From an optimization exercise on the open Yosys and OpenROAD flow, aimed at small area; shortcuts taken in it are not production practice.
Only simulation tests tie the RTL to the original design; equivalence was not proved.
The clock port is modelled as an ideal driver, which makes a skipped or thinned clock tree look cheaper than it is; a real chip needs a root buffer or a tree.
Power figures rest on the tool's default switching activity, not on a simulated workload.

## zcpd_core
module zcpd_core (
    input  wire        clk,
    input  wire        rst_n,
    input  wire        op_valid,
    input  wire [23:0] op_word,
    output reg  [15:0] rdata,
    output reg         rdata_valid,
    output wire        gate_out,
    output wire        heartbeat_out,
    output wire        cal_done
);
Size: about 540 cells after synthesis, roughly 4300 um2 of cells after synthesis.
==> flow/config.mk <==
export PLATFORM = sky130hd
export DESIGN_NAME = zcpd_core
export DESIGN_NICKNAME = zcpd_core
export VERILOG_FILES = /design/flow/design.v
export SDC_FILE = /design/flow/constraint.sdc
export NUM_CORES = 4
export LEC_CHECK = 0
export CAP_MARGIN = 20
export CORE_MARGIN = 2
export CORE_UTILIZATION = 40
export GPL_TIMING_DRIVEN = 0
export PLACE_DENSITY = 0.6
export SLEW_MARGIN = 20
==> flow/constraint.sdc <==
create_clock -name core_clock -period 25.0 [get_ports {clk}]
set_input_delay 5.0000 -clock core_clock [delete_from_list [all_inputs] [get_ports {clk}]]
set_output_delay 5.0000 -clock core_clock [all_outputs]
set_load 0.01 [all_outputs]
standard.sh (not shown) runs the stock make flow with config.mk's settings and CLKGATE_MAP_FILE= SYNTH_SCRIPT=/design/flow/synth_recipe.tcl, a recipe that flattens the netlist after the stock synthesis.
==> flow/flow/run.sh <==
#!/bin/bash
# Layout flow: the standard synthesis, then a stronger area-oriented
# re-mapping of its combinational logic (every register instance of the
# standard synthesis is kept as is, and the result is checked equivalent),
# then the standard ORFS flow from the floorplan on, with port buffers of the
# smallest buffer cell and a clock tree of four clkbuf_16 fed by the clock port
# (ORFS's CTS if that leaves a clock-pin slew near the limit).
set -uo pipefail
HERE=$(pwd)
RES=$HERE/orfs/results/$FLOW_PLATFORM/zcpd_core/base
ROUNDS=${ROUNDS:-4}
DS_T=${DS_T:-120}
SEEDS="0 1 2 P"

bash standard.sh synth > synth_std.log 2>&1 || { echo "standard synth failed"; exit 1; }
cp $RES/1_2_yosys.v $HERE/std_netlist.v

regs() { grep -E "^\s*sky130_fd_sc_hd__(df|edf|sdf|dl)[a-z0-9_]* " "$1" | sed 's/(.*//; s/ *$//' | sort; }
area() { grep "Chip area" "$1" | awk '{print $NF}'; }
regs $HERE/std_netlist.v > regs_std.txt

# Re-mapping: ROUNDS rounds of ABC deepsyn with several seeds, and a plain
# re-mapping, in parallel, each round starting from the smallest netlist so far.
best=$HERE/std_netlist.v
best_area=1e12
for r in $(seq 1 $ROUNDS); do
    for s in $SEEDS; do
    d=$HERE/resynth_r${r}_s${s}
    mkdir -p $d
    cp $best $d/std_netlist.v
    if [[ $s == P ]]; then
      # re-map the best netlist so far with more area recovery
      printf "strash\n&get -n\n&dch -f\n&nf -a -R 1000\n&put\n" > $d/resynth.abc
    else
      printf "strash\n&get -n\n&deepsyn -T $DS_T -S $(( (r - 1) * 3 + s ))\n&dch -f\n&nf -a\n&put\n" > $d/resynth.abc
    fi
    (cd $d && yosys -c $HERE/flow/resynth.tcl > resynth.log 2>&1) &
  done
  wait
  for s in $SEEDS; do
    d=$HERE/resynth_r${r}_s${s}
    [[ -s $d/resynth_netlist.v && -s $d/resynth_stat.txt ]] || continue
    regs $d/resynth_netlist.v > $d/regs.txt
    cmp -s regs_std.txt $d/regs.txt || continue
    a=$(area $d/resynth_stat.txt)
    echo "round $r seed $s: area $a" | tee -a resynth_rounds.log
    if python3 -c "import sys; sys.exit(0 if float('$a') < float('$best_area') else 1)"; then
      best=$d/resynth_netlist.v; best_area=$a
    fi
  done
done
rm -f $HERE/resynth_r*/std_netlist.v

ok=0
if [[ $best != $HERE/std_netlist.v && $(wc -l < regs_std.txt) -gt 0 ]]; then
  cp $best $HERE/resynth_netlist.v
  # equivalence of the re-mapped netlist with the standard one
  yosys -c $HERE/flow/equiv.tcl > equiv.log 2>&1 && ok=1
fi
if [[ $ok == 1 ]]; then
  echo "using re-mapped netlist $best (area $best_area)" | tee flow_choice.log
  cp $HERE/resynth_netlist.v $RES/1_2_yosys.v
  rm -f $RES/1_synth.odb $RES/1_synth.sdc
else
  echo "re-mapping rejected, using the standard netlist" | tee flow_choice.log
fi

CTS_ARGS="$(cat $HERE/flow/cts_args.txt)"
MAKE_ARGS=(BUFFER_PORTS_ARGS="-buffer_cell sky130_fd_sc_hd__buf_1" CTS_ARGS="$CTS_ARGS")
bash standard.sh "${MAKE_ARGS[@]}" place > layout_place.log 2>&1
# Clock tree of a few large clock buffers (cts_step.tcl) in place of CTS; if
# it fails, ORFS's CTS runs instead with CTS_ARGS.
if [[ -f $RES/3_place.odb ]]; then
  HERE=$HERE RES=$RES NCLK=4 CLKBUF=sky130_fd_sc_hd__clkbuf_16 \
    openroad -no_init -exit $HERE/flow/cts_step.tcl > cts_step.log 2>&1 \
    || { echo "manual clock tree failed, using CTS"; rm -f $RES/4_1_cts.odb $RES/4_cts.sdc; }
fi
bash standard.sh "${MAKE_ARGS[@]}" finish > layout.log 2>&1
if [[ -f $RES/6_final.odb && ! -f $RES/used_cts ]]; then
  HERE=$HERE RES=$RES openroad -no_init -exit $HERE/flow/slew_check.tcl > slew_check.log 2>&1
  slew=$(grep CLK_SLEW_MAX slew_check.log | awk '{print $2}')
  echo "largest clock-pin slew with the manual clock tree: $slew" | tee -a flow_choice.log
  if [[ -z "$slew" ]] || python3 -c "import sys; sys.exit(0 if float('$slew') > 0.105 else 1)"; then
    echo "redoing the layout from CTS with ORFS's CTS" | tee -a flow_choice.log
    rm -f $RES/4_1_cts.odb $RES/4_cts.odb $RES/4_cts.sdc $RES/5_* $RES/6_* out/final.def
    touch $RES/used_cts
    bash standard.sh "${MAKE_ARGS[@]}" finish > layout_cts.log 2>&1
  fi
fi
status=$?
tail -20 layout.log
exit $status
Other scripts of this flow, unchanged in this note and not shown: flow/flow/cts_args.txt, flow/flow/cts_step.tcl, flow/flow/equiv.tcl, flow/flow/manual_cts.tcl, flow/flow/resynth.tcl, flow/flow/slew_check.tcl
Rerun with:
--- a/flow/flow/run.sh
+++ b/flow/flow/run.sh
@@ -11,3 +11,3 @@
-ROUNDS=${ROUNDS:-4}
-DS_T=${DS_T:-120}
-SEEDS="0 1 2 P"
+ROUNDS=${ROUNDS:-2}
+DS_T=${DS_T:-300}
+SEEDS="0 1 2 3"
@@ -35 +35 @@
-      printf "strash\n&get -n\n&deepsyn -T $DS_T -S $(( (r - 1) * 3 + s ))\n&dch -f\n&nf -a\n&put\n" > $d/resynth.abc
+      printf "strash\n&get -n\n&deepsyn -T $DS_T -S $(( (r - 1) * 4 + s ))\n&dch -f\n&nf -a\n&put\n" > $d/resynth.abc
CAP_MARGIN = 10   (was 20)
SLEW_MARGIN = 10   (was 20)
What happened: Total power went up by about 0.9%. Register-to-register slack gets worse by 0.54 ns. Design area came out higher by about 20%. Sequential share of layout area is lower by 5.8 points. Critical path depth grows by 6.
No run of this note takes its clock network from TritonCTS; it comes from the design's own scripts or RTL.

[separate check: timing with driven ports]
Ports are ideal in the flow. The routed layouts listed here were re-timed in OpenROAD.
Step 1 assumes that a clkbuf_16 drives the clock port and a buf_2 every other input.
Step 2 moves the port delays by t, midway between the first and last clock arrival at a register: inputs arrive t later, outputs are due t later. That takes back most of the time a late clock gives input paths.
a / b / c = ideal / step 1 / step 2; a / b = the first two.
| run | shift t [ns] | slack for setup (ns) | hold WS [ns] | worst setup path after step 2 | worst slew at a driven data input, ns |
|---|---|---|---|---|---|
| the first run | 0.232 | 15.857 / 15.924 / 15.692 | 0.507 / 0.507 / 0.507 | input to register | 0.03 |
| the second run | 0.229 | 15.305 / 15.372 / 15.143 | 0.490 / 0.490 / 0.490 | input to register | 0.04 |
After both steps every run listed still meets setup and hold. The setup slack of the first run, which loses most, moves by +0.067 ns with the drivers and by -0.165 ns with both steps.
